Background: an optimization exercise with open tools, aiming at small area. Do not read the settings as production practice.
The RTL was checked by simulation tests, not by an equivalence proof against the original design.
The flow treats the clock pin as an ideal source, which a real chip does not have.
Power and IR drop assume default switching activity.

==> flow/design.v <==
module nec_ir_pwm (
    input  wire       clk,
    input  wire       rst,         
    input  wire       ir_in,       
    input  wire       ir_init,     
    input  wire       cmd_get,     
    output wire       has_new,
    output wire [7:0] command,
    output wire       is_idle,
    input  wire [1:0] pwm_cmd,     
    input  wire [7:0] duty_r,
    input  wire [7:0] duty_g,
    input  wire [7:0] duty_b,
    input  wire [7:0] duty_w,
    output wire [3:0] pwm_out,     
    output wire       pwm_oe,
    output wire       pwm_busy
);
    reg        ir_sync1, ir_sync2, ir_prev;
    reg        ir_en;              
    reg  [7:0] prescale;
    reg  [7:0] timer;              
    reg        ovf;                
    reg  [7:0] sr;                 
    reg        err;                
    reg  [4:0] bit_cnt;            
    reg  [7:0] cmd_reg;            
    reg        new_flag;           
    wire handle = ir_prev & ~ir_sync2 & ir_en;
    wire tick   = ir_en & (prescale == 8'h80);
    wire pre_fb = prescale[7] ^ prescale[5] ^ prescale[4] ^ prescale[3] ^
                  (prescale[6:0] == 7'd0);
    wire is_start = (timer >= 8'd60);
    wire bit_in   = (timer >= 8'd9);
    wire is_bit   = ~ovf & ~is_start;
    wire compare  = bit_cnt[3];                
    wire mis      = compare & (bit_in == sr[7]);
    wire bad      = mis | (err & (bit_cnt[2:0] != 3'd0));
    wire terminal = (bit_cnt == 5'd31);
    always @(posedge clk) begin
        if (rst) begin
            ir_sync1 <= 1'b1;
            ir_sync2 <= 1'b1;
            ir_prev  <= 1'b1;
            ir_en    <= 1'b0;
            prescale <= 8'd0;
            timer    <= 8'd0;
            ovf      <= 1'b0;
            bit_cnt  <= 5'd0;
            cmd_reg  <= 8'd0;
            new_flag <= 1'b0;
        end else begin
            ir_sync1 <= ir_in;
            ir_sync2 <= ir_sync1;
            ir_prev  <= ir_sync2;
            if (ir_init)
                ir_en <= 1'b1;
            prescale <= ir_en ? {prescale[6:0], pre_fb} : 8'd0;
            if (handle) begin
                timer <= {7'd0, tick};
                ovf   <= is_bit & terminal;
                if (!is_bit || (bit_cnt == 5'd15 && bad))
                    bit_cnt <= 5'd0;
                else
                    bit_cnt <= bit_cnt + 5'd1;
            end else if (tick) begin
                timer <= timer + 8'd1;
                if (&timer)
                    ovf <= 1'b1;
            end
            if (handle && is_bit && terminal && !bad) begin
                cmd_reg  <= {sr[6:0], sr[7]};
                new_flag <= 1'b1;
            end else if (cmd_get) begin
                new_flag <= 1'b0;
            end
        end
    end
    always @(posedge clk) begin
        if (handle && is_bit) begin
            sr  <= {sr[6:0], bit_in ^ compare};
            err <= bad;
        end
    end
    assign has_new = new_flag;
    assign command = cmd_reg;
    assign is_idle = ovf;
    reg        oe;
    reg        busy;
    reg        fast;
    reg  [6:0] scan;               
    reg  [6:0] lr, lg, lb, lw;     
    reg        pin_r, pin_g, pin_b, pin_w;
    wire [6:0] idx  = scan ^ {7{fast}};
    wire       last = scan[6] & scan[5] & scan[2] &
                      (~fast | (scan[4] & scan[3] & scan[1]));
    wire [3:0] hit;
    assign hit[0] = (lr == idx);
    assign hit[1] = (lg == idx);
    assign hit[2] = (lb == idx);
    assign hit[3] = (lw == idx);
    always @(posedge clk) begin
        if (!busy) begin
            fast <= pwm_cmd[0];
            lr <= duty_r[6:0];
            lg <= duty_g[6:0];
            lb <= duty_b[6:0];
            lw <= duty_w[6:0];
        end
    end
    always @(posedge clk) begin
        if (!busy)
            scan <= pwm_cmd[0] ? 7'd27 : 7'd0;
        else
            scan <= scan + 7'd1;
    end
    wire init     = ~busy & (pwm_cmd == 2'd1);
    wire run      = ~busy & pwm_cmd[1] & oe;
    wire run_slow = run & ~pwm_cmd[0];
    wire run_fast = run & pwm_cmd[0];
    wire step_set = busy & fast;
    wire step_clr = busy & ~fast;
    always @(posedge clk) begin
        if (rst) begin
            oe    <= 1'b0;
            busy  <= 1'b0;
            pin_r <= 1'b0;
            pin_g <= 1'b0;
            pin_b <= 1'b0;
            pin_w <= 1'b0;
        end else begin
            if (init)
                oe <= 1'b1;
            if (run)
                busy <= 1'b1;
            else if (busy && last)
                busy <= 1'b0;
            if (init || run_fast || (step_clr && hit[0]))
                pin_r <= 1'b0;
            else if ((run_slow && duty_r[6:0] != 7'd0) || (step_set && hit[0]))
                pin_r <= 1'b1;
            if (init || run_fast || (step_clr && hit[1]))
                pin_g <= 1'b0;
            else if ((run_slow && duty_g[6:0] != 7'd0) || (step_set && hit[1]))
                pin_g <= 1'b1;
            if (init || run_fast || (step_clr && hit[2]))
                pin_b <= 1'b0;
            else if ((run_slow && duty_b[6:0] != 7'd0) || (step_set && hit[2]))
                pin_b <= 1'b1;
            if (init || (run_fast && duty_w[6:0] != 7'd100) ||
                (step_clr && hit[3] && !last))
                pin_w <= 1'b0;
            else if ((run_slow && duty_w[6:0] != 7'd0) || (step_set && hit[3]))
                pin_w <= 1'b1;
        end
    end
    assign pwm_out  = {pin_w, pin_b, pin_g, pin_r};
    assign pwm_oe   = oe;
    assign pwm_busy = busy;
endmodule
==> flow/flow/run.sh <==
#!/bin/bash
# Own layout flow: the standard flow (standard.sh) with these changes:
#  - synthesis is synth_recipe.tcl unchanged except that Yosys's abc call
#    gets an area-oriented ABC script (flow/abc.script); registers are
#    untouched (abc runs without -dff);
#  - every port still gets a buffer, but the smallest one (buf_1);
#  - clock tree built from small clock buffers, without dummy loads.
# Each tool's output goes to a log file of its own in this folder.
set -euo pipefail
W=$(pwd)

{
  echo 'proc synth {args} { yosys synth -nofsm -noshare {*}$args }'
  echo "proc abc {args} { set i [lsearch \$args -script]; if {\$i >= 0} { lset args [expr {\$i+1}] $W/flow/abc.script }; yosys abc {*}\$args }"
  tail -n +2 synth_recipe.tcl
} > flow_synth.tcl

cat >> config.mk <<EOC
export BUFFER_PORTS_ARGS = -buffer_cell sky130_fd_sc_hd__buf_1
export CTS_ARGS = -sink_clustering_enable -repair_clock_nets -dont_use_dummy_load -root_buf sky130_fd_sc_hd__clkbuf_8 -buf_list sky130_fd_sc_hd__clkbuf_8
EOC

sed -e "s#$W/synth_recipe.tcl#$W/flow_synth.tcl#" standard.sh > flow_standard.sh
grep -q flow_synth.tcl flow_standard.sh

bash flow_standard.sh synth > synth.log 2>&1
bash flow_standard.sh floorplan > floorplan.log 2>&1
bash flow_standard.sh place > place.log 2>&1
bash flow_standard.sh cts > cts.log 2>&1
bash flow_standard.sh finish > finish.log 2>&1
test -f out/final.def
==> flow/flow/abc.script <==
&get -n
&st
&deepsyn -T 60 -S 1
&dch -f
&nf -a -R 1000
&put
==> flow/standard.sh <==
#!/bin/bash
# synth_recipe.tcl (not shown) runs the flow's synth.tcl, then flattens the netlist and writes it again
# the make line also repeats each setting of config.mk as NAME=value (left out here)
make -C /OpenROAD-flow-scripts/flow DESIGN_CONFIG=/design/flow/config.mk WORK_HOME=/design/flow/orfs CLKGATE_MAP_FILE= SYNTH_SCRIPT=/design/flow/synth_recipe.tcl "${@:-finish}"
==> flow/config.mk <==
export PLATFORM = sky130hd
export DESIGN_NAME = nec_ir_pwm
export DESIGN_NICKNAME = nec_ir_pwm
export VERILOG_FILES = /design/flow/design.v
export SDC_FILE = /design/flow/constraint.sdc
export NUM_CORES = 4
export LEC_CHECK = 0
export CAP_MARGIN = 20
export CORE_MARGIN = 2
export CORE_UTILIZATION = 40
export SLEW_MARGIN = 20
export BUFFER_PORTS_ARGS = -buffer_cell sky130_fd_sc_hd__buf_1
export CTS_ARGS = -sink_clustering_enable -repair_clock_nets -dont_use_dummy_load -root_buf sky130_fd_sc_hd__clkbuf_8 -buf_list sky130_fd_sc_hd__clkbuf_8
==> flow/constraint.sdc <==
create_clock -name core_clock -period 10.0 [get_ports {clk}]
set_input_delay 2.0000 -clock core_clock [delete_from_list [all_inputs] [get_ports {clk}]]
set_output_delay 2.0000 -clock core_clock [all_outputs]
set_load 0.01 [all_outputs]
==> impl_metrics.py, run 1 <==
metrics = {
    "clock_network": {
        "cts_tree": "built",
        "cts_hold_buffers": 0,
        "clk_pin_slew_ns": 0.07,
        "cts_buffer_depth": 2,
        "cts-root-buf": "clkbuf_8",
        "clock_sinks": 86,
        "h-tree-depth": 3,
        "clk_latency_ns": 0.35,
        "cts_buffers": 9,
        "cts-resized-gates": 0,
        "cts_setup_buffers": 0,
    },
    "flow_run": {
        "maxCapViolations": 0,
    },
    "pwr": {
        "switching_share": 0.242,
        "irDropWorstVdd_v": 0.0000754,
        "cellPowerDensity_nw_per_um2": 166,
        "p_int_mw": 0.490,
        "leakage_nw": 1.39,
        "pwr-share-clk": 0.286,
        "comb_power_share": 0.099,
        "pwr-share-seq": 0.615,
        "switching_power_mw": 0.157,
    },
    "floorplan": {
        "rows": 33,
        "initial_core_util": 0.418,
        "ios": 55,
        "die_x_um": 97.1,
        "dieArea_sq_um": 9430,
        "coreArea_sq_um": 8300,
        "die_h_um": 97.1,
    },
    "worst_hold_path": {
        "min-delay-start": "ir_sync1",
        "whs_path_depth": 1,
        "min_path_type": "register to register",
    },
    "route": {
        "routed.top_layer": "met4",
        "wl_met1_mm": 3.08,
        "drtIter0Drc": 145,
        "remaining_drc_errors": 0,
        "drt-total-wl_mm": 6.84,
        "vias": 2509,
        "viasPerCell": 5.33,
        "met3WireLength_um": 376,
        "postRouteAntennaNets": 0,
        "routed-wl-met2_mm": 3.24,
        "wl_per_cell_um": 14.5,
        "first_pass_iters": 4,
    },
    "status": {
        "status": "no timing/DRC/antenna violations",
    },
    "placement": {
        "io_buffer_count": 50,
        "dp_slack_ns": 6.27,
        "dp.final_hpwl_mm": 4.85,
        "place.gp.congestion": 0.789,
    },
    "synthesis": {
        "ys_ff_latch": 86,
        "ys_seq_area_frac": 0.606,
        "synth_cells": 309,
        "ys.flop_type": "dfxtp_1",
        "synth.distinct_cells": 39,
        "synth_nets": 356,
        "synth_warnings": 1,
        "ys_async_sr_fraction": 0,
        "synth_area_per_cell_sq_um": 11.2,
        "synth_edf_count": 38,
        "synth_area_sq_um": 3470,
    },
    "worst_setup_path": {
        "ff2ff_path_depth": 9,
        "crit_start": "rst",
        "crit_arrival_ns": 3.61,
        "r2r-start": "timer[1]",
        "path_max_fanout": 15,
        "reg2reg_slack_ns": 7.25,
        "crit_required_ns": 10.23,
        "start_kind": "input pin",
        "crit_type": "input pin to register",
        "end_kind": "register",
    },
    "grt": {
        "grt_util_all_layers": 0.150,
        "grt_pass1_wl_mm": 11.3,
        "first_global_vias": 2488,
        "grt_max_degree": 36,
        "overflow": 0,
        "antenna_found_initial": 0,
    },
    "sta": {
        "fmax_mhz": 296,
        "setup_ws_ns": 6.62,
        "drv_slew": 0,
        "skew_ns": 0.0204,
        "period_share": 0.338,
        "maxSlewHeadroom": 0.423,
        "hold_viol": 0,
        "finalCriticalPeriod_ns": 3.38,
        "setup_viol": 0,
        "worst_slew_pin_slew_ns": 0.860,
        "grt_setup_unrepaired": "false",
        "fin_tns_setup_ns": 0,
    },
    "finish": {
        "area_growth_pct": 12.3,
        "fin_nets": 415,
        "num_antenna_cells": 0,
        "drive_above_1_share": 0.0301,
    },
}
==> worst max-delay path, stage by stage <==
cell     delay (ns)
buf_1          0.28
nor2_1         0.22
nand2_1        0.10
nor2_1         0.47
nor2_1         0.27
a22o_1         0.25
==> routing by layer <==
metal  vias up  global-route usage
met5         -                   0
met4         0              0.0715
met3        12              0.0381
met2        50               0.243
met1      1194               0.187
li1       1253                   -
==> logic make-up (layout without fill, tap and decap cells) <==
kind of cell / after synthesis / in the layout / share of synthesized area
xor+xnor: 21 / 21 / 0.0531
fa+ha+maj: 8 / 8 / 0.0289
compound gates: 75 / 75 / 0.135
flops: 86 / 86 / 0.606
simple gates: 102 / 102 / 0.151
mux: 2 / 2 / 0.00577
buf+inv: 15 / 72 / 0.0206
==> cells in the mapped netlist, types with 2 or more instances <==
cell	number	area share
o22ai_1	7	0.013
nand4_1	4	0.0072
or4_1	2	0.0043
and4_1	2	0.0051
mux2i_1	2	0.0058
a22o_1	9	0.023
o31ai_1	2	0.0043
ha_1	8	0.029
nor4_1	8	0.014
nand2b_1	2	0.0036
nor2_1	28	0.030
xor2_1	6	0.015
nand3_1	6	0.0087
edfxtp_1	38	0.33
nor3_1	10	0.014
nand2_1	15	0.016
a2111oi_0	2	0.0051
o21ai_0	14	0.020
a21oi_1	28	0.040
clkinv_1	11	0.012
and3_1	7	0.013
nor2b_1	2	0.0036
dfxtp_1	48	0.28
xnor2_1	15	0.038
a31oi_1	3	0.0054
and2_0	9	0.016
a22oi_1	2	0.0043
or2_0	4	0.0072
o211ai_1	2	0.0043
buf_4	4	0.0087
==> through the flow <==
stage	utilization	std cells	hold slack (ns)	area (sq um)	power (mW)
global route	0.469	471	0.430	3890	0.676
detailed placement	0.454	462	0.408	3770	0.470
global placement	0.454	462	0.394	3770	0.467
finish	0.469	471	0.425	3890	0.647
floorplan	-	309	0.391	3470	0.444
CTS	0.469	471	0.430	3890	0.653
==> power groups by stage <==
stage	Clock, mW	Sequential (mW)	Combinational, mW
floorplan	0	0.402	0.0423
global placement	0	0.405	0.0620
detailed placement	0	0.406	0.0645
CTS	0.190	0.398	0.0649
global route	0.203	0.399	0.0728
finish	0.185	0.398	0.0642
==> layout make-up <==
type	count	area, sq um
Fill cell	775	4400
Sequential cell	86	2100
Multi-Input combinational cell	208	1290
Timing Repair Buffer	52	203
Tap cell	105	131
Clock buffer	9	124
Inverter	11	41.3
==> final timing paths <==
check,endpoint
worst max-delay path,cmd_reg[7]
worst min register to register,ir_sync2
worst min-delay path,ir_sync2
worst max register to register,cmd_reg[7]
==> layout by cell type (no fill, tap or decap), types with 8 or more instances in the layout <==
master,synthesis,final
clkinv_1,11,11
clkbuf_8,0,9
nand2_1,15,15
a21oi_1,28,28
ha_1,8,8
and2_0,9,9
nor2_1,28,28
a22o_1,9,9
nor3_1,10,10
buf_1,0,50
o21ai_0,14,14
nor4_1,8,8
edfxtp_1,38,38
xnor2_1,15,15
dfxtp_1,48,48
==> inputs of run 2 (changes only) <==
--- a/flow/flow/run.sh
+++ b/flow/flow/run.sh
@@ -6,3 +6,5 @@
 #  - every port still gets a buffer, but the smallest one (buf_1);
-#  - clock tree built from small clock buffers, without dummy loads.
+#  - clock tree built from clkbuf_4, without dummy loads; after CTS the
+#    root and any buffer with more than 10 sinks become clkbuf_8
+#    (flow/post_cts.tcl) to keep the clock slew low.
 # Each tool's output goes to a log file of its own in this folder.
@@ -19,3 +21,4 @@
 export BUFFER_PORTS_ARGS = -buffer_cell sky130_fd_sc_hd__buf_1
-export CTS_ARGS = -sink_clustering_enable -repair_clock_nets -dont_use_dummy_load -root_buf sky130_fd_sc_hd__clkbuf_8 -buf_list sky130_fd_sc_hd__clkbuf_8
+export CTS_ARGS = -sink_clustering_enable -repair_clock_nets -dont_use_dummy_load -root_buf sky130_fd_sc_hd__clkbuf_4 -buf_list sky130_fd_sc_hd__clkbuf_4
+export POST_CTS_TCL = $W/flow/post_cts.tcl
 EOC
==> flow/flow/post_cts.tcl (new file) <==
# Clock buffers: the tree is built from clkbuf_4; the root and any buffer
# driving more than 10 pins are upsized to clkbuf_8 to keep clock slew low.
set big [get_lib_cells sky130_fd_sc_hd__clkbuf_8]
foreach inst [get_cells clkbuf_*] {
  set lc [get_property [get_property $inst liberty_cell] name]
  if {$lc ne "sky130_fd_sc_hd__clkbuf_4"} { continue }
  set o [get_pins -of_objects $inst -filter "direction==output"]
  set fo [llength [get_pins -of_objects [get_nets -of_objects $o] -filter "direction==input"]]
  set name [get_full_name $inst]
  if {[string match clkbuf_0_* $name] || $fo > 10} {
    puts "upsizing $name (fanout $fo)"
    replace_cell $inst $big
  }
}
detailed_placement
check_placement -verbose
--- a/flow/config.mk
+++ b/flow/config.mk
@@ -12,2 +12,3 @@
 export BUFFER_PORTS_ARGS = -buffer_cell sky130_fd_sc_hd__buf_1
-export CTS_ARGS = -sink_clustering_enable -repair_clock_nets -dont_use_dummy_load -root_buf sky130_fd_sc_hd__clkbuf_8 -buf_list sky130_fd_sc_hd__clkbuf_8
+export CTS_ARGS = -sink_clustering_enable -repair_clock_nets -dont_use_dummy_load -root_buf sky130_fd_sc_hd__clkbuf_4 -buf_list sky130_fd_sc_hd__clkbuf_4
+export POST_CTS_TCL = /design/flow/flow/post_cts.tcl
==> impl_metrics.py, run 2 <==
metrics = {
    "clock_network": {
        "cts_tree": "built",
        "clock_sinks": 86,
        "clk_pin_slew_ns": 0.10,
        "clk_latency_ns": 0.35,
    },
    "placement": {
        "dp_slack_ns": 6.27,
        "dp.final_hpwl_mm": 4.85,
        "io_buffer_count": 50,
        "place_area_sq_um": 3770,
        "place.gp.congestion": 0.789,
    },
    "finish": {
        "drive_above_1_share": 0.0301,
        "num-fill-cells": 779,
        "fin_nets": 415,
        "stdcell_area_sq_um": 3870,
        "layout.cells.most_common_list": "50 x buf_1, 48 x dfxtp_1, 38 x edfxtp_1",
        "num_antenna_cells": 0,
        "utilization": 0.466,
        "area_growth_pct": 11.6,
        "mostFrequentLayoutCell": "buf_1",
    },
    "floorplan": {
        "initial_core_util": 0.418,
        "dieArea_sq_um": 9430,
        "die_h_um": 97.1,
        "die_x_um": 97.1,
        "rows": 33,
        "coreArea_sq_um": 8300,
        "ios": 55,
    },
    "route": {
        "drtIter0Drc": 142,
        "remaining_drc_errors": 0,
        "drt-total-wl_mm": 6.82,
        "vias": 2481,
        "wl_per_cell_um": 14.5,
        "viasPerCell": 5.27,
        "postRouteAntennaNets": 0,
        "first_pass_iters": 4,
    },
    "worst_setup_path": {
        "end_kind": "register",
        "crit_type": "input pin to register",
        "path_max_fanout": 15,
        "critPathSlowestCell": "nor2_1",
        "crit_top_cell": "nor2_1",
        "start_kind": "input pin",
        "max_stage_delay_ns": 0.47,
        "crit_required_ns": 10.22,
        "crit_arrival_ns": 3.60,
        "path_cells": "buf_1, nor2_1, nand2_1, nor2_1, nor2_1, a22o_1",
    },
    "grt": {
        "grt_pass1_wl_mm": 11.3,
        "antenna_found_initial": 0,
        "grt_max_degree": 36,
        "first_global_vias": 2487,
        "grt_util_all_layers": 0.150,
        "overflow": 0,
    },
    "synthesis": {
        "synth_area_per_cell_sq_um": 11.2,
        "synth_top_cell_by_area": "edfxtp_1",
        "synth_common_cells": "48 x dfxtp_1, 38 x edfxtp_1, 28 x a21oi_1, 28 x nor2_1",
        "yosysMostFrequentCell": "dfxtp_1",
        "synth_area_sq_um": 3470,
        "synth.distinct_cells": 39,
        "synth_nets": 356,
        "synth_edf_count": 38,
        "ys_top_cells_by_area": "edfxtp_1 33%, dfxtp_1 28%, a21oi_1 4.0%, xnor2_1 3.8%, nor2_1 3.0%",
        "synth_cells": 309,
        "synth_top_area_frac": 0.329,
        "ys_seq_area_frac": 0.606,
        "synth_warnings": 1,
        "ys_ff_latch": 86,
        "ys.flop_type": "dfxtp_1",
        "ys_async_sr_fraction": 0,
    },
    "sta": {
        "drv_slew": 0,
        "setup_viol": 0,
        "skew_ns": 0.0272,
        "worst_slew_pin_slew_ns": 0.852,
        "grt_setup_unrepaired": "false",
        "fin_tns_setup_ns": 0,
        "setup_ws_ns": 6.63,
        "maxSlewHeadroom": 0.428,
        "hold_viol": 0,
        "period_share": 0.337,
        "finalCriticalPeriod_ns": 3.37,
        "fmax_mhz": 296,
    },
    "pwr": {
        "irDropWorstVdd_v": 0.0000660,
        "cellPowerDensity_nw_per_um2": 162,
        "leakage_nw": 1.38,
    },
    "worst_hold_path": {
        "min_path_type": "register to register",
    },
    "status": {
        "status": "no timing/DRC/antenna violations",
    },
    "flow_run": {
        "maxCapViolations": 0,
    },
}
## run 2: changes by cell type in the layout (fill, tap and decap cells not counted)
cell,change
clkbuf_4,+4
clkbuf_8,-4
## run 2: logic make-up (layout without fill, tap and decap cells)
| group | Yosys count | in the layout | share of synthesized area |
|---|---|---|---|
| adder cells (fa/ha/maj) | 8 | 8 | 0.0289 |
| flip-flops | 86 | 86 | 0.606 |
| multiplexers | 2 | 2 | 0.00577 |
| buffers and inverters | 15 | 72 | 0.0206 |
| AND/OR/NAND/NOR | 102 | 102 | 0.151 |
| AO/OA/AOI/OAI | 75 | 75 | 0.135 |
| XOR/XNOR | 21 | 21 | 0.0531 |
## run 2: worst paths after layout
check / startpoint / end / slack (ns) / cells after the start
worst min register to register: ir_sync1 / ir_sync2 / 0.43 / 1
worst min-delay path: ir_sync1 / ir_sync2 / 0.43 / 1
worst max-delay path: rst / cmd_reg[3] / 6.63 / 6
worst max register to register: timer[1] / cmd_reg[3] / 7.24 / 9
## run 2: critical path, delay by kind of cell
family,cells,cell delay [ns]
buffers and inverters,1,0.28
AND/OR/NAND/NOR,4,1.06
AO/OA/AOI/OAI,1,0.25
## run 2: power breakdown
group / total, mW / internal [mW] / switching [mW]
combinational: 0.0644 / 0.0255 / 0.0389
clock: 0.165 / 0.0638 / 0.101
sequential: 0.398 / 0.384 / 0.0135
total: 0.627 / 0.473 / 0.154
## run 2: per-stage QoR
step / power [mW] / hold slack, ns / cells
finish: 0.627 / 0.435 / 471
global route: 0.656 / 0.443 / 471
detailed placement: 0.470 / 0.408 / 462
global placement: 0.467 / 0.394 / 462
floorplan: 0.444 / 0.391 / 309
## run 2: area by class of cell
class	count	area [sq um]	area share
clock buffer	9	98.8	0.0255
timing repair buffer	52	203	0.0524
inverter	11	41.3	0.0107
tap	105	131	0.0339
sequential	86	2100	0.543
multi-input combinational	208	1290	0.334
## run 2: layer usage
metal  track usage  vias to the layer above  share of wire
li1              -                     1249              -
met1         0.186                     1176           0.46
met2         0.246                       47           0.48
met3        0.0381                        9          0.046
met4        0.0683                        0          0.017
met5             0                        -              0
==> inputs of run 3 (changes only) <==
--- a/flow/design.v
+++ b/flow/design.v
@@ -79,3 +79,3 @@
     always @(posedge clk) begin
-        if (handle && is_bit) begin
+        if (handle) begin
             sr  <= {sr[6:0], bit_in ^ compare};
==> impl_metrics.py, run 3 <==
metrics = {
    "clock_network": {
        "clk_pin_slew_ns": 0.09,
        "clock_sinks": 86,
        "clk_latency_ns": 0.35,
        "cts_tree": "built",
    },
    "placement": {
        "io_buffer_count": 50,
        "place.gp.congestion": 0.752,
        "dp.final_hpwl_mm": 4.89,
    },
    "synthesis": {
        "ys.flop_type": "dfxtp_1",
        "synth_edf_count": 38,
        "ys_async_sr_fraction": 0,
        "ys_seq_area_frac": 0.608,
        "synth_common_cells": "48 x dfxtp_1, 38 x edfxtp_1, 22 x a21oi_1",
        "synth_area_sq_um": 3460,
        "ys_top_cells_by_area": "edfxtp_1 33%, dfxtp_1 28%, xnor2_1 4.1%, a21oi_1 3.2%, ha_1 2.9%",
        "synth_top_area_frac": 0.330,
        "synth_area_per_cell_sq_um": 11.4,
        "synth_warnings": 1,
        "ys_ff_latch": 86,
        "yosysMostFrequentCell": "dfxtp_1",
        "synth.distinct_cells": 42,
        "synth_cells": 303,
        "synth_nets": 350,
        "synth_top_cell_by_area": "edfxtp_1",
    },
    "pwr": {
        "irDropWorstVdd_v": 0.0000565,
        "leakage_nw": 1.35,
        "cellPowerDensity_nw_per_um2": 164,
    },
    "sta": {
        "skew_ns": 0.0311,
        "finalCriticalPeriod_ns": 3.56,
        "setup_viol": 0,
        "grt_setup_unrepaired": "false",
        "fmax_mhz": 281,
        "period_share": 0.356,
        "hold_viol": 0,
        "worst_slew_pin_slew_ns": 0.720,
        "fin_tns_setup_ns": 0,
        "drv_slew": 0,
        "maxSlewHeadroom": 0.516,
        "fin_hold_ws_ns": 0.423,
    },
    "route": {
        "viasPerCell": 5.23,
        "first_pass_iters": 4,
        "drt-total-wl_mm": 6.77,
        "vias": 2430,
        "drtIter0Drc": 122,
        "postRouteAntennaNets": 0,
        "wl_per_cell_um": 14.5,
        "remaining_drc_errors": 0,
    },
    "grt": {
        "overflow": 0,
        "grt_pass1_wl_mm": 11.5,
        "grt_max_degree": 22,
        "grt_util_all_layers": 0.154,
        "first_global_vias": 2408,
        "antenna_found_initial": 0,
    },
    "worst_hold_path": {
        "min-delay-start": "ir_sync1",
        "whs_path_depth": 1,
        "hold_end": "ir_sync2",
        "min_path_type": "register to register",
    },
    "worst_setup_path": {
        "path_max_fanout": 15,
        "start_kind": "input pin",
        "max_stage_delay_ns": 0.51,
        "crit_top_cell": "nor2_1",
        "r2r-start": "timer[1]",
        "crit_arrival_ns": 3.79,
        "timing.critical_path.buf_inv": 2,
        "end_kind": "register",
        "critPathSlowestCell": "nor2_1",
        "path_cells": "buf_1, buf_4, nor4_1, nand4_1, nor2_1, nor2_1, a22o_1",
        "crit_family": "simple AND/OR/NAND/NOR gates",
        "ff2ff_path_depth": 9,
        "r2r-end": "cmd_reg[0]",
        "crit_required_ns": 10.23,
        "reg2reg_slack_ns": 7.24,
        "crit_type": "input pin to register",
    },
    "finish": {
        "fin_nets": 409,
        "num_antenna_cells": 0,
        "mostFrequentLayoutCell": "buf_1",
        "drive_above_1_share": 0.0306,
        "num-fill-cells": 772,
        "layout.cells.most_common_list": "50 x buf_1, 48 x dfxtp_1, 38 x edfxtp_1",
        "area_growth_pct": 11.5,
    },
    "floorplan": {
        "dieArea_sq_um": 9410,
        "ios": 55,
        "rows": 33,
        "die_h_um": 97,
        "die_x_um": 97,
        "initial_core_util": 0.417,
        "coreArea_sq_um": 8300,
    },
    "status": {
        "status": "no timing/DRC/antenna violations",
    },
    "flow_run": {
        "maxCapViolations": 0,
    },
}
## run 3: logic make-up (layout without fill, tap and decap cells)
kind of cell    Yosys count  count (layout)  synth area share
compound gates           75              75             0.138
xor+xnor                 25              25            0.0633
flops                    86              86             0.608
fa+ha+maj                 8               8            0.0289
buf+inv                  15              72            0.0206
simple gates             94              94             0.141
## run 3: final cells by class
type | count | area [sq um] | share of cell area
Sequential cell | 86 | 2100 | 0.545
Multi-Input combinational cell | 202 | 1290 | 0.334
Timing Repair Buffer | 52 | 203 | 0.0526
Tap cell | 105 | 131 | 0.0341
Clock buffer | 9 | 92.6 | 0.0240
Inverter | 11 | 41.3 | 0.0107
## run 3: worst max-delay path by stage
stage | from | end | slack, ns | cells after the start
finish | rst | cmd_reg[0] | 6.44 | 7
global route | rst | cmd_reg[0] | 6.18 | 7
global placement | rst | cmd_reg[1] | 6.14 | 7
floorplan | rst | cmd_reg[0] | 6.76 | 5
detailed placement | rst | cmd_reg[3] | 6.10 | 7
## run 3: through the flow
step / util / power (mW) / std cells / setup WS (ns) / instance area (sq um)
after floorplan: - / 0.454 / 303 / 6.76 / 3460
after global placement: 0.453 / 0.478 / 456 / 6.14 / 3760
after detailed placement: 0.453 / 0.479 / 456 / 6.10 / 3760
after global routing: 0.465 / 0.668 / 465 / 6.18 / 3860
final: 0.465 / 0.632 / 465 / 6.44 / 3860
## run 3: power by group
group          leakage (nW)  internal, mW  switching (mW)
Sequential            0.773         0.387          0.0143
Combinational         0.521        0.0270          0.0428
Clock                0.0518        0.0596           0.102
Total                  1.35         0.474           0.159
## run 3: metal layers
metal  global-route usage  vias to the layer above  part of all wire  routed length (um)
li1                     -                     1239                 -                   -
met1                0.214                     1127              0.49                3300
met2                0.231                       53              0.45                3050
met3               0.0340                       11             0.041                 280
met4               0.0726                        0             0.020                 133
met5                    0                        -                 0                   0
==> inputs of run 4 (changes only) <==
--- a/flow/flow/run.sh
+++ b/flow/flow/run.sh
@@ -3,4 +3,5 @@
 #  - synthesis is synth_recipe.tcl unchanged except that Yosys's abc call
-#    gets an area-oriented ABC script (flow/abc.script); registers are
-#    untouched (abc runs without -dff);
+#    maps with an area-oriented ABC script (flow/abc.script.in) under four
+#    seeds and keeps the smallest result (flow/synth_abc.tcl); registers
+#    are untouched (abc runs without -dff);
 #  - every port still gets a buffer, but the smallest one (buf_1);
@@ -14,4 +15,6 @@
 {
-  echo 'proc synth {args} { yosys synth -nofsm -noshare {*}$args }'
-  echo "proc abc {args} { set i [lsearch \$args -script]; if {\$i >= 0} { lset args [expr {\$i+1}] $W/flow/abc.script }; yosys abc {*}\$args }"
+  head -n 1 synth_recipe.tcl
+  echo "set ::flow_dir $W/flow"
+  echo "set ::flow_abc_seeds {1 2 3 4}"
+  echo "source $W/flow/synth_abc.tcl"
   tail -n +2 synth_recipe.tcl
==> flow/flow/abc.script.in (new file) <==
&get -n
&st
&deepsyn -T 60 -S @SEED@
&dch -f
&nf -a -R 1000
&put
==> flow/flow/synth_abc.tcl (new file) <==
# Sourced before synth_recipe.tcl's body: Yosys's abc call maps the logic
# with flow/abc.script.in once per seed and keeps the mapping with the
# smallest area (registers are not touched: abc runs without -dff).
proc abc {args} {
  set i [lsearch $args -script]
  set libs {}
  foreach lib $::env(LIB_FILES) { lappend libs -liberty $lib }
  yosys design -save pre_abc
  set best_area -1
  set best_seed -1
  foreach seed $::flow_abc_seeds {
    yosys design -load pre_abc
    set script $::env(OBJECTS_DIR)/abc_seed$seed.script
    set in [open $::flow_dir/abc.script.in r]
    set text [string map [list @SEED@ $seed] [read $in]]
    close $in
    set out [open $script w]
    puts -nonewline $out $text
    close $out
    lset args [expr {$i + 1}] $script
    yosys abc {*}$args
    set report [tee -q -s result.string stat {*}$libs]
    regexp {Chip area for module [^:]*: ([0-9.]+)} $report -> area
    puts "FLOW abc seed $seed: area $area"
    if {$best_area < 0 || $area < $best_area} {
      set best_area $area
      set best_seed $seed
      yosys design -save best_abc
    }
  }
  yosys design -load best_abc
  puts "FLOW abc kept seed $best_seed: area $best_area"
}
removed: flow/flow/abc.script
==> impl_metrics.py, run 4 <==
metrics = {
    "route": {
        "remaining_drc_errors": 0,
        "drt-total-wl_mm": 6.77,
        "viasPerCell": 5.23,
        "first_pass_iters": 4,
        "vias": 2430,
        "postRouteAntennaNets": 0,
        "drtIter0Drc": 122,
        "wl_per_cell_um": 14.5,
    },
    "worst_setup_path": {
        "crit_top_cell": "nor2_1",
        "crit_family": "simple AND/OR/NAND/NOR gates",
        "end_kind": "register",
        "crit_arrival_ns": 3.79,
        "crit_type": "input pin to register",
        "path_max_fanout": 15,
        "max_stage_delay_ns": 0.51,
        "crit_required_ns": 10.23,
        "path_cells": "buf_1, buf_4, nor4_1, nand4_1, nor2_1, nor2_1, a22o_1",
        "timing.critical_path.buf_inv": 2,
        "start_kind": "input pin",
        "critPathSlowestCell": "nor2_1",
    },
    "synthesis": {
        "synth_xor_area_frac": 0.0633,
        "synthSimpleGateAreaFrac": 0.141,
        "synth.distinct_cells": 42,
        "synth_area_per_cell_sq_um": 11.4,
        "synth_warnings": 1,
        "synth_cells": 303,
        "synth_top_area_frac": 0.330,
        "synth_area_sq_um": 3460,
        "synth-adder-area-share": 0.0289,
        "synth_nets": 350,
        "synth_common_cells": "48 x dfxtp_1, 38 x edfxtp_1, 22 x a21oi_1",
        "ys_top_cells_by_area": "edfxtp_1 33%, dfxtp_1 28%, xnor2_1 4.1%, a21oi_1 3.2%, ha_1 2.9%",
        "ys_async_sr_fraction": 0,
        "ys_ff_latch": 86,
        "yosysMostFrequentCell": "dfxtp_1",
        "synth_mux_area_frac": 0,
        "synth_top_family_by_area": "simple AND/OR/NAND/NOR gates",
        "ys_seq_area_frac": 0.608,
        "synth_top_cell_by_area": "edfxtp_1",
        "synth_edf_count": 38,
        "ys.flop_type": "dfxtp_1",
        "synth-compound-area-share": 0.138,
    },
    "sta": {
        "fin_tns_setup_ns": 0,
        "finalCriticalPeriod_ns": 3.56,
        "setup_viol": 0,
        "worst_slew_pin_slew_ns": 0.720,
        "hold_viol": 0,
        "maxSlewHeadroom": 0.516,
        "grt_setup_unrepaired": "false",
        "fmax_mhz": 281,
        "skew_ns": 0.0311,
        "setup_ws_ns": 6.44,
        "drv_slew": 0,
        "period_share": 0.356,
    },
    "finish": {
        "mostFrequentLayoutCell": "buf_1",
        "drive_above_1_share": 0.0306,
        "seq_area_sq_um": 2100,
        "fin_nets": 409,
        "num_antenna_cells": 0,
        "num-fill-cells": 772,
        "multi_input_area_sq_um": 1290,
        "area_growth_pct": 11.5,
        "layout.cells.most_common_list": "50 x buf_1, 48 x dfxtp_1, 38 x edfxtp_1",
    },
    "pwr": {
        "switching_power_mw": 0.159,
        "irDropWorstVdd_v": 0.0000565,
        "cellPowerDensity_nw_per_um2": 164,
        "p_int_mw": 0.474,
        "pwr-share-seq": 0.635,
        "switching_share": 0.251,
        "leakage_nw": 1.35,
        "comb_power_share": 0.110,
        "pwr-share-clk": 0.255,
    },
    "placement": {
        "dp_slack_ns": 6.10,
        "dp.final_hpwl_mm": 4.89,
        "io_buffer_count": 50,
        "place.gp.congestion": 0.752,
    },
    "worst_hold_path": {
        "min_path_type": "register to register",
    },
    "clock_network": {
        "clk_latency_ns": 0.35,
        "cts_tree": "built",
        "clock_sinks": 86,
        "clk_pin_slew_ns": 0.09,
    },
    "grt": {
        "grt_busiest_layer": "met2",
        "overflow": 0,
        "grt.met2_usage": 0.231,
        "grt_util_all_layers": 0.154,
        "grt_max_degree": 22,
        "met1_usage": 0.214,
        "grt.met3_usage": 0.0340,
        "first_global_vias": 2408,
        "grt_pass1_wl_mm": 11.5,
        "antenna_found_initial": 0,
    },
    "floorplan": {
        "ios": 55,
        "initial_core_util": 0.417,
        "die_h_um": 97,
        "coreArea_sq_um": 8300,
        "rows": 33,
        "die_x_um": 97,
        "dieArea_sq_um": 9410,
    },
    "flow_run": {
        "maxCapViolations": 0,
    },
    "status": {
        "status": "no timing/DRC/antenna violations",
    },
}
-- run 4: cell counts after synthesis --
No cell type changed its count.
-- run 4: cell type report --
type,instances,area share
timing repair buffer,52,0.0526
tap,105,0.0341
inverter,11,0.0107
sequential,86,0.545
multi-input combinational,202,0.334
clock buffer,9,0.0240
-- run 4: cell families (layout without fill, tap and decap cells) --
group	after synthesis	in the layout
AOI/OAI and AO/OA	75	75
and+or+nand+nor	94	94
xor gates and xnor gates	25	25
adders and majority gates	8	8
DFF	86	86
buffers and inverters	15	72
-- run 4: path summary, 6_finish.rpt --
| path | endpoint | slack (ns) | cells after the start | startpoint |
|---|---|---|---|---|
| max | cmd_reg[0] | 6.44 | 7 | rst |
| min | ir_sync2 | 0.42 | 1 | ir_sync1 |
| min reg2reg | ir_sync2 | 0.42 | 1 | ir_sync1 |
| max reg2reg | cmd_reg[0] | 7.24 | 9 | timer[1] |
-- run 4: stage by stage --
step | total power, mW | hold WS, ns | area (sq um) | std cells | util
finish | 0.632 | 0.423 | 3860 | 465 | 0.465
global route | 0.668 | 0.448 | 3860 | 465 | 0.465
detailed placement | 0.479 | 0.403 | 3760 | 456 | 0.453
global placement | 0.478 | 0.395 | 3760 | 456 | 0.453
floorplan | 0.454 | 0.391 | 3460 | 303 | -
-- run 4: power groups by stage --
stage / Combinational (mW) / Clock [mW] / Sequential (mW)
global placement: 0.0684 / 0 / 0.409
finish: 0.0698 / 0.161 / 0.401
global route: 0.0795 / 0.184 / 0.404
floorplan: 0.0478 / 0 / 0.406
detailed placement: 0.0700 / 0 / 0.409
-- run 4: layer usage --
| layer | vias up | share of wire |
|---|---|---|
| met5 | - | 0 |
| met4 | 0 | 0.020 |
| met3 | 11 | 0.041 |
| met2 | 53 | 0.45 |
| met1 | 1127 | 0.49 |
| li1 | 1239 | - |
==> inputs of run 5 (changes only) <==
--- a/flow/flow/run.sh
+++ b/flow/flow/run.sh
@@ -3,3 +3,3 @@
 #  - synthesis is synth_recipe.tcl unchanged except that Yosys's abc call
-#    maps with an area-oriented ABC script (flow/abc.script.in) under four
+#    maps with an area-oriented ABC script (flow/abc.script.in) under eight
 #    seeds and keeps the smallest result (flow/synth_abc.tcl); registers
@@ -17,3 +17,3 @@
   echo "set ::flow_dir $W/flow"
-  echo "set ::flow_abc_seeds {1 2 3 4}"
+  echo "set ::flow_abc_seeds {1 2 3 4 5 6 7 8}"
   echo "source $W/flow/synth_abc.tcl"
==> impl_metrics.py, run 5 <==
metrics = {
    "clock_network": {
        "clk_latency_ns": 0.35,
        "clk_pin_slew_ns": 0.08,
        "cts_tree": "built",
        "clock_sinks": 86,
    },
    "grt": {
        "first_global_vias": 2417,
        "grt_util_all_layers": 0.155,
        "overflow": 0,
        "antenna_found_initial": 0,
        "grt_pass1_wl_mm": 11.7,
        "grt_max_degree": 21,
    },
    "route": {
        "wl_met1_mm": 3.41,
        "routed-wl-met2_mm": 3.18,
        "viasPerCell": 5.34,
        "vias": 2482,
        "drtIter0Drc": 97,
        "wl_per_cell_um": 15.0,
        "remaining_drc_errors": 0,
        "met3WireLength_um": 340,
        "first_pass_iters": 4,
        "postRouteAntennaNets": 0,
        "routed.top_layer": "met4",
        "drt-total-wl_mm": 6.99,
    },
    "sta": {
        "setup_viol": 0,
        "skew_ns": 0.0316,
        "period_share": 0.388,
        "grt_setup_unrepaired": "false",
        "fin_tns_setup_ns": 0,
        "fmax_mhz": 258,
        "finalCriticalPeriod_ns": 3.88,
        "maxSlewHeadroom": 0.488,
        "drv_slew": 0,
        "worst_slew_pin_slew_ns": 0.763,
        "hold_viol": 0,
    },
    "synthesis": {
        "synth.distinct_cells": 42,
        "synth_top_family_by_area": "simple AND/OR/NAND/NOR gates",
        "synth_nets": 350,
        "synth_area_sq_um": 3450,
        "synth_area_per_cell_sq_um": 11.4,
        "synth_top_area_frac": 0.331,
        "synthSimpleGateAreaFrac": 0.144,
        "synth_top_cell_by_area": "edfxtp_1",
        "synth-compound-area-share": 0.141,
        "yosysMostFrequentCell": "dfxtp_1",
        "synth_xor_area_frac": 0.0533,
        "synth_mux_area_frac": 0,
        "synth_warnings": 1,
        "ys_ff_latch": 86,
        "ys_seq_area_frac": 0.610,
        "ys_top_cells_by_area": "edfxtp_1 33%, dfxtp_1 28%, xnor2_1 3.6%, a21oi_1 3.3%, ha_1 2.9%",
        "ys.flop_type": "dfxtp_1",
        "synth_common_cells": "48 x dfxtp_1, 38 x edfxtp_1, 23 x a21oi_1",
        "synth_edf_count": 38,
        "synth_cells": 303,
        "ys_async_sr_fraction": 0,
        "synth-adder-area-share": 0.0290,
    },
    "worst_setup_path": {
        "end_kind": "register",
        "crit_start": "rst",
        "crit_required_ns": 10.22,
        "crit_top_cell": "nor2_1",
        "crit_arrival_ns": 4.09,
        "critPathSlowestCell": "nor2_1",
        "max_stage_delay_ns": 0.50,
        "crit_family": "simple AND/OR/NAND/NOR gates",
        "path_max_fanout": 15,
        "timing.critical_path.buf_inv": 1,
        "r2r-start": "timer[1]",
        "start_kind": "input pin",
        "crit_type": "input pin to register",
        "path_cells": "buf_1, or4_1, a21oi_1, nand3_1, nor2_1, nor2_1, a22o_1",
    },
    "floorplan": {
        "ios": 55,
        "die_h_um": 96.9,
        "initial_core_util": 0.415,
        "coreArea_sq_um": 8300,
        "die_x_um": 96.9,
        "dieArea_sq_um": 9380,
        "rows": 33,
    },
    "placement": {
        "io_buffer_count": 50,
        "place.gp.congestion": 0.771,
        "dp.final_hpwl_mm": 4.99,
    },
    "pwr": {
        "p_int_mw": 0.479,
        "pwr-share-clk": 0.262,
        "pwr-share-seq": 0.629,
        "cellPowerDensity_nw_per_um2": 166,
        "switching_power_mw": 0.161,
        "irDropWorstVdd_v": 0.0000617,
        "switching_share": 0.252,
        "comb_power_share": 0.109,
        "leakage_nw": 1.35,
    },
    "finish": {
        "mostFrequentLayoutCell": "buf_1",
        "num_antenna_cells": 0,
        "utilization": 0.464,
        "area_growth_pct": 11.7,
        "drive_above_1_share": 0.0306,
        "fin_nets": 409,
        "layout.cells.most_common_list": "50 x buf_1, 48 x dfxtp_1, 38 x edfxtp_1",
    },
    "worst_hold_path": {
        "min_path_type": "register to register",
        "min-delay-start": "ir_sync1",
    },
    "flow_run": {
        "maxCapViolations": 0,
    },
    "status": {
        "status": "no timing/DRC/antenna violations",
    },
}
run 5: cell types whose count changed after synthesis, moves of 2 or more:
cell	previous run	this run
nand4_1	7	4
xnor2_1	16	14
and3_1	5	8
xor2_1	9	7
a31oi_1	6	3
o21ai_0	19	15
nand3_1	6	9
clkinv_1	11	13
o22ai_1	1	5
run 5: final cells by class:
cell class	instances	area [sq um]
Sequential cell	86	2100
Timing Repair Buffer	52	203
Multi-Input combinational cell	200	1270
Fill cell	772	4450
Inverter	13	48.8
Tap cell	105	131
Clock buffer	9	98.8
run 5: cell families after synthesis:
group           after synthesis
compound gates               75
simple gates                 96
fa+ha+maj                     8
xor+xnor                     21
buf+inv                      17
flops                        86
run 5: power groups by stage:
stage | logic (mW) | registers, mW | clock network, mW
3_5_place_dp | 0.0703 | 0.411 | 0
5_1_grt | 0.0793 | 0.405 | 0.187
2_1_floorplan | 0.0469 | 0.406 | 0
3_3_place_gp | 0.0684 | 0.410 | 0
6_report | 0.0700 | 0.402 | 0.167
run 5: per-layer routing:
metal / vias to the layer above / GRT usage
li1: 1239 / -
met1: 1187 / 0.217
met5: - / 0
met3: 4 / 0.0412
met2: 52 / 0.235
met4: 0 / 0.0531
run 5: path summary, 6_finish.rpt:
path                                    to  slack (ns)  cells after the start
worst max-delay path            cmd_reg[5]        6.12                      7
worst min-delay path              ir_sync2        0.43                      1
worst min register to register    ir_sync2        0.43                      1
worst max register to register  cmd_reg[5]        7.25                      9
run 5: metrics by stage:
step                      total power, mW  cells  hold slack [ns]  setup WS [ns]  cell area (sq um)
after floorplan                     0.453    303            0.391           6.51               3450
after global placement              0.478    456            0.415           5.76               3750
after detailed placement            0.481    456            0.422           5.75               3750
after global routing                0.671    465            0.464           5.85               3850
final                               0.640    465            0.432           6.12               3850

-- static timing again, ports no longer ideal --
The flow's constraints put no driver on any port. The routed layouts listed below were extracted and timed again, unchanged, in two steps. Step 1: set_driving_cell puts a clkbuf_16 on clk and a buf_2 on each other input, an assumption about the parent block. Step 2, shift: input delay + t, output delay - t, t = (earliest + latest rising clock arrival at the registers) / 2. This alone moves slack from input paths to output paths. Three values: ideal ports, drivers, drivers and shift; two values: the first two.
| run | shift t [ns] | setup WS [ns] | cell pins on the clock port's net |
|---|---|---|---|
| run 1 | 0.374 | 6.619 / 6.630 / 6.256 | 1 |
| run 2 | 0.364 | 6.626 / 6.637 / 6.273 | 1 |
| run 3 | 0.366 | 6.437 / 6.448 / 6.082 | 1 |
| run 4 | 0.366 | 6.437 / 6.448 / 6.082 | 1 |
| run 5 | 0.369 | 6.125 / 6.138 / 5.769 | 1 |
After both steps setup and hold are still met in every run listed. The setup slack of run 1, which loses most, moves by +0.011 ns with the drivers and by -0.363 ns with both steps.
